From an optimization exercise on the open Yosys and OpenROAD flow, aimed at small area, a short achievable clock period and few clock cycles; shortcuts taken in it are not production practice. Where RTL was checked, it was by simulation tests only, not by an equivalence proof against the original.

==> run a: inputs <==
## rq_core
module rq_core (
    input  wire        clk,
    input  wire        rst,         
    input  wire        cmd_valid,
    output wire        cmd_ready,
    input  wire [31:0] cmd_data,
    output reg         out_valid,
    output reg  [15:0] out_data
);
    localparam [1:0] ST_UNCONF = 2'd0, ST_READY = 2'd1, ST_ERROR = 2'd2;
    localparam [2:0] C_CFG_TARGET = 3'd1, C_CFG_RATES = 3'd2,
                     C_PROTOCOL   = 3'd3, C_ILLEGAL   = 3'd4;
    localparam integer P_HDR   = 0,    
                       P_CFG   = 1,    
                       P_PRATE = 2,    
                       P_DIV   = 3,    
                       P_CHK   = 4,    
                       P_EMIT0 = 5,    
                       P_EMIT1 = 6,    
                       P_SAMP  = 7,    
                       P_DROP  = 8;    
    function [32:0] bk_add;
        input [32:0] a, b;
        input        ci;
        reg   [32:0] g, p;
        integer i, j;
        begin
            g = a & b;
            p = a ^ b;
            g[0] = g[0] | (p[0] & ci);
            for (i = 1; i <= 6; i = i + 1)
                for (j = 2**i - 1; j < 33; j = j + 2**i) begin
                    g[j] = g[j] | (p[j] & g[j - 2**(i-1)]);
                    p[j] = p[j] & p[j - 2**(i-1)];
                end
            for (i = 6; i > 0; i = i - 1)
                for (j = 2**i + 2**(i-1) - 1; j < 33; j = j + 2**i) begin
                    g[j] = g[j] | (p[j] & g[j - 2**(i-1)]);
                    p[j] = p[j] & p[j - 2**(i-1)];
                end
            bk_add = (a ^ b) ^ {g[31:0], ci};
        end
    endfunction
    reg [1:0]  state;
    reg [2:0]  cause;
  ...
clock: 12.0 ns
lec_check: 0
cap_margin: 20
core_margin: 2
core_utilization: 40
slew_margin: 20
run.sh (not shown) runs the stock make flow with config.mk's settings and CLKGATE_MAP_FILE= SYNTH_SCRIPT=/design/flow/synth_recipe.tcl, a recipe that flattens the netlist after the stock synthesis.
==> run b (differences from run a) <==
--- a/flow/design.v
+++ b/flow/design.v
@@ -1,65 +1,39 @@
 module rq_qnt_pre (
     input  wire [31:0] w,
-    output wire [25:0] k         
+    output wire [24:0] k         
 );
     wire        s = w[31];
     wire [7:0]  e = w[30:23];
     wire [22:0] f = w[22:0];
-    wire brw   = (f[6:0] < f[21:15]) ||
-                 ((f[6:0] == f[21:15]) && (f[14:0] != 15'd0));
+    wire brw   = {f[6:0], 1'b0} < {f[21:15], f[14:0] != 15'd0};
     wire exact = (e == 8'd127 && f[21:0] == 22'd0) || (e == 8'd126 && f == 23'd0);
     wire nan   = (e == 8'd255) && (f != 23'd0);
     wire big   = e[7];                       
     wire tiny  = ~e[7] & ~(e[6:4] == 3'b111) & ~(e[6:0] == 7'h6f);   
-    wire [1:0] cls = (nan | tiny) ? 2'b01 : big ? 2'b10 : 2'b00;
-    wire [4:0] a   = {~e[4], ~e[3:0]};
-    assign k = {s, cls, exact, brw, a, f[22:7]};
+    wire [1:0]  cls = (nan | tiny) ? 2'b01 : big ? 2'b10 : 2'b00;
+    wire        xb  = brw | (s & exact);
+    wire [16:0] y0  = {1'b1, f[22:7]} - {15'd1, f[22]};
+    wire [16:0] y1  = {1'b1, f[22:7]} - {14'd0, f[22], ~f[22], ~f[22]};
+    wire [16:0] y   = xb ? y1 : y0;
+    wire [4:0]  a   = {~e[4], ~e[3:0]};      
+    assign k = {s, cls, a, y};
 endmodule
 module rq_qnt (
-    input  wire [25:0] k,
+    input  wire [24:0] k,
     output wire [15:0] q
 );
-    function [15:0] pfx_and16;
-        input [15:0] x;
-        integer l, j;
-        begin
-            pfx_and16 = x;
-            for (l = 0; l < 4; l = l + 1)
-                for (j = 0; j < 16; j = j + 1)
-                    if (j[l]) pfx_and16[j] = pfx_and16[j] & pfx_and16[((j >> l) << l) - 1];
-        end
-    endfunction
-    function [17:0] pfx_and18;
-        input [17:0] x;
-        integer l, j;
-        begin
-            pfx_and18 = x;
-            for (l = 0; l < 5; l = l + 1)
-                for (j = 0; j < 18; j = j + 1)
-                    if (j[l]) pfx_and18[j] = pfx_and18[j] & pfx_and18[((j >> l) << l) - 1];
-        end
-    endfunction
-    wire        s     = k[25];
-    wire [1:0]  cls   = k[24:23];
-    wire        exact = k[22];
-    wire        brw   = k[21];
-    wire [4:0]  a     = k[20:16];
-    wire [15:0] fh    = k[15:0];        
-    wire [2:0]  dl  = {1'b0, fh[1:0]} - {1'b0, 1'b1, 1'b0} - {2'b0, fh[15]} - {2'b0, brw};
-    wire        bo  = ~(({1'b0, fh[1:0]}) >= (3'd2 + {2'b0, fh[15]} + {2'b0, brw}));
-    wire [14:0] xh  = {1'b1, fh[15:2]};
-    wire [15:0] bz = pfx_and16({~xh, bo});
-    wire [16:0] pt  = {xh ^ bz[14:0], dl[1:0]};
-    wire [16:0] t   = pt >> a;
-    wire        inc = t[0] & (~s | ~exact);
-    wire [16:0] x   = {s, t[16:1] ^ {16{s}}};
-    wire [17:0] c   = pfx_and18({x, inc ^ s});
-    wire [16:0] r   = x ^ c[16:0];
-    wire        ovf = r[16] ^ r[15];
-    assign q = cls[0]           ? 16'h0000 :
-               (cls[1] | ovf)   ? {s, {15{~s}}} : r[15:0];
+    wire        s     = k[24];
+    wire [1:0]  cls   = k[23:22];
+    wire [4:0]  a     = k[21:17];
+    wire [16:0] y     = k[16:0];
+    wire [17:0] xs  = {s, y ^ {17{s}}};
+    wire [17:0] t   = $signed(xs) >>> a;
+    wire [17:0] u   = t + 18'd1;
+    wire        ovf = u[17] ^ u[16];
+    assign q = cls[0]         ? 16'h0000 :
+               (cls[1] | ovf) ? {s, {15{~s}}} : u[16:1];
 endmodule
 module rq_core (
     input  wire        clk,
     input  wire        rst,         
     input  wire        cmd_valid,
@@ -78,73 +52,53 @@
                        P_CHK   = 4,    
                        P_EMIT0 = 5,    
                        P_EMIT1 = 6,    
                        P_SAMP  = 7,    
                        P_DROP  = 8;    
-    function [32:0] bk_add;
-        input [32:0] a, b;
-        input        ci;
-        reg   [32:0] g, p;
-        integer i, j;
-        begin
-            g = a & b;
-            p = a ^ b;
-            g[0] = g[0] | (p[0] & ci);
-            for (i = 1; i <= 6; i = i + 1)
-                for (j = 2**i - 1; j < 33; j = j + 2**i) begin
-                    g[j] = g[j] | (p[j] & g[j - 2**(i-1)]);
-                    p[j] = p[j] & p[j - 2**(i-1)];
-                end
-            for (i = 6; i > 0; i = i - 1)
-                for (j = 2**i + 2**(i-1) - 1; j < 33; j = j + 2**i) begin
-                    g[j] = g[j] | (p[j] & g[j - 2**(i-1)]);
-                    p[j] = p[j] & p[j - 2**(i-1)];
-                end
-            bk_add = (a ^ b) ^ {g[31:0], ci};
-        end
-    endfunction
     reg [1:0]  state;
     reg [2:0]  cause;
     reg [30:0] trate;         
     reg [8:0]  ph;            
     reg        rdy;           
     reg        is_err;        
     reg        first;         
-    reg [31:0] rreg;          
+    reg [32:0] rreg;          
     reg [23:0] remain;        
     reg [23:0] qr;            
     reg        qz;            
     reg [4:0]  cnt;           
+    reg        cz;            
     reg [32:0] acc;           
     reg        s_valid;
-    reg [25:0] s_data;
+    reg [24:0] s_data;
     assign cmd_ready = rdy;
     wire       hs   = cmd_valid & rdy;
     wire [7:0] op   = cmd_data[31:24];
     wire [23:0] len = cmd_data[23:0];
-    wire [25:0] kq;
+    wire [24:0] kq;
     wire [15:0] q;
     rq_qnt_pre u_pre (.w(cmd_data), .k(kq));
     rq_qnt     u_qnt (.k(s_data), .q(q));
     wire        samp  = ph[P_SAMP] | ph[P_EMIT1];
-    wire        cnt_z = (cnt == 5'd0);
+    wire        cnt_z = cz;
     wire        bit_n = qr[23];
-    wire [32:0] a_op  = samp ? {rreg, 1'b0} : {rreg[31], rreg};
     wire        cina  = ~first;
-    wire [32:0] sum_a = bk_add(acc, ~a_op, cina);
+    wire [33:0] sa2   = {acc, 1'b1} + {~rreg, cina};
+    wire [32:0] sum_a = sa2[33:1];
     wire        a_neg = sum_a[32];
     wire        x_zero = ph[P_PRATE] | ph[P_CHK] | first;
     wire        x_dbl  = ph[P_DIV] & ~first;
     wire [32:0] x_b    = x_zero ? 33'd0 : x_dbl ? {acc[31:0], 1'b0} : acc;
     wire        z_sub  = ph[P_EMIT0] | samp;
     wire        z_t    = ph[P_PRATE] | ph[P_CHK] | (ph[P_DIV] & bit_n & ~cnt_z);
     wire [32:0] z_b    = z_sub ? ~{1'b0, trate, 1'b0} : z_t ? {2'b0, trate} : 33'd0;
-    wire [32:0] sum_b  = bk_add(x_b, z_b, z_sub);
+    wire [33:0] sb2    = {x_b, 1'b1} + {z_b, z_sub};
+    wire [32:0] sum_b  = sb2[33:1];
     wire        pick = acc[32] & ~qz;
     wire        rbad = rreg[31] | ~a_neg;    
     wire        ge   = ~a_neg;               
-    wire        len_small = (len[23:10] == 14'd0);
+    wire        len_small = (len[23:9] == 15'd0);
     wire        hdr_ill = ~(cmd_data == 32'h0300_0000) & ~(cmd_data == 32'h0100_0000) &
                           ~(op == 8'h02) & (state != ST_ERROR);
     wire        cfg_err = (state == ST_UNCONF) & (cmd_data[31] | (cmd_data == 32'd0));
     wire        samp_hs = (ph[P_SAMP] | ph[P_EMIT1]) & hs;
     wire        acc_a   = (ph[P_DIV] & ~first & ge) | (samp_hs & pick);
@@ -215,16 +169,21 @@
             rdy       <= nph[P_HDR] | nph[P_CFG] | nph[P_PRATE] | nph[P_SAMP] | nph[P_DROP] |
                          (nph[P_EMIT1] & ~is_err & ~rm_z);
             out_valid <= s_valid | ph[P_EMIT0] | ph[P_EMIT1];
             if (acc_en) acc <= acc_a ? sum_a : sum_b;
             if (qr_ld | qr_inc_en | qr_shl | qr_dec_en)
-                qr <= qr_ld ? (len_small ? {len[9:0], 14'd0} : len) :
+                qr <= qr_ld ? (len_small ? {len[8:0], 15'd0} : len) :
                       qr_inc_en ? qr_inc : qr_shl ? {qr[22:0], 1'b0} : qr_dec;
-            if (qr_ld) cnt <= len_small ? 5'd10 : 5'd24;
-            else if (qr_shl) cnt <= cnt - 5'd1;
-            if (ph[P_PRATE] & hs) rreg <= cmd_data;
-            else if (ph[P_EMIT0]) rreg <= sum_a[31:0];      
+            if (qr_ld) begin
+                cnt <= len_small ? 5'd9 : 5'd24;
+                cz  <= 1'b0;
+            end else if (qr_shl) begin
+                cnt <= cnt - 5'd1;
+                cz  <= (cnt == 5'd1);
+            end
+            if (ph[P_PRATE] & hs) rreg <= {cmd_data[31], cmd_data};
+            else if (ph[P_EMIT0]) rreg <= {sum_a[31:0], 1'b0};    
             if (ph[P_HDR] & hs) remain <= hdr_ill ? 24'd0 : len;
             else if ((ph[P_SAMP] | ph[P_EMIT1] | ph[P_DROP]) & hs) remain <= rm_dec;
             if (ph[P_EMIT0]) qz <= (qr == 24'd0);
             else if (qr_dec_en) qz <= qr_one;
             s_valid <= samp_hs & pick;
==> flow/flow/run.sh (new file) <==
#!/bin/bash
# Standard layout without the full/half-adder cell mapping in synthesis,
# and with timing repair aimed below the clock period (setup slack target
# SETUP_SLACK_MARGIN ns).
set -euo pipefail
export SETUP_SLACK_MARGIN=8
export ADDER_MAP_FILE=
bash standard.sh > standard_flow.log 2>&1
==> flow/standard.sh (new file) <==
#!/bin/bash
# synth_recipe.tcl (not shown) runs the flow's synth.tcl, then flattens the netlist and writes it again
# the make line also repeats each setting of config.mk as NAME=value (left out here)
make -C /OpenROAD-flow-scripts/flow DESIGN_CONFIG=/design/flow/config.mk WORK_HOME=/design/flow/orfs CLKGATE_MAP_FILE= SYNTH_SCRIPT=/design/flow/synth_recipe.tcl "${@:-finish}"
removed: flow/run.sh
==> impl_metrics.toml <==
[finish]
final_nets = 2005
fin_util_pct = 44.5
final_cell_mix = "nand2_1 (195), nor2_1 (188), edfxtp_1 (151), o21ai_0 (122), a21oi_1 (105)"

[global_route]
use_met3_pct = 2.98
grt_max_degree = 46
grt_pass1_wl_mm = 80.7

[route]
drt_iter0_drc = 1875

[worst_setup_path]
cpPeakStageDelay_ns = 0.71
cp.arrival_ns = 6.55

[power]
p_int_mw = 1.52
comb_power_share_pct = 27.8

[floorplanning]
die_w_um = 206

[hold_path]
holdCritStartpoint = "s_valid$_SDFF_PP0_"

[outcome]
status = "finished clean"
the above is filed under run a

==> impl_metrics.toml <==
[outcome]
status = "finished clean"

[finish]
final_cell_mix = "nand2_1 (169), nor2_1 (166), edfxtp_1 (153), buf_4 (108), xnor2_1 (107)"
fin_util_pct = 51.3
final_nets = 2001

[sta]
max_freq_mhz = 197

[global_route]
use_met3_pct = 3.26
grt_pass1_wl_mm = 82.8
grt_max_degree = 63

[route]
drt_iter0_drc = 1691

[worst_setup_path]
cpPeakStageDelay_ns = 0.52
cp.arrival_ns = 5.56

[hold_path]
holdCritStartpoint = "cause[0]$_SDFF_PP0_"

[floorplanning]
die_w_um = 204

[power]
p_int_mw = 1.76
the above is filed under run b

Testbench counts of run a, summed over its fixed seeds: cycles 77,638.
Function not checked in run b: the RTL went through the layout flow alone.

==> static timing again, ports no longer ideal <==
The results above use ideal ports. As a check the final layouts listed here were re-extracted and re-timed, cells and wires unchanged.
Step 1 assumes that a clkbuf_16 drives the clock port and a buf_2 every other input.
Step 2 moves the port delays by t, midway between the first and last clock arrival at a register: inputs arrive t later, outputs are due t later. That takes back most of the time a late clock gives input paths.
a / b / c = ideal / step 1 / step 2; a / b = the first two.
run	shift t [ns]	setup slack, ns	worst setup path after step 2	worst data-port slew with drivers (ns)	pins driven straight from the clock port
run a	0.595	5.657 / 5.657 / 5.657	register to register	0.06	1
run b	0.599	6.924 / 6.929 / 6.330	input to register	0.07	1
After both steps setup and hold are still met in every run listed. The setup slack of run b, which loses most, moves by +0.005 ns with the drivers and by -0.594 ns with both steps.
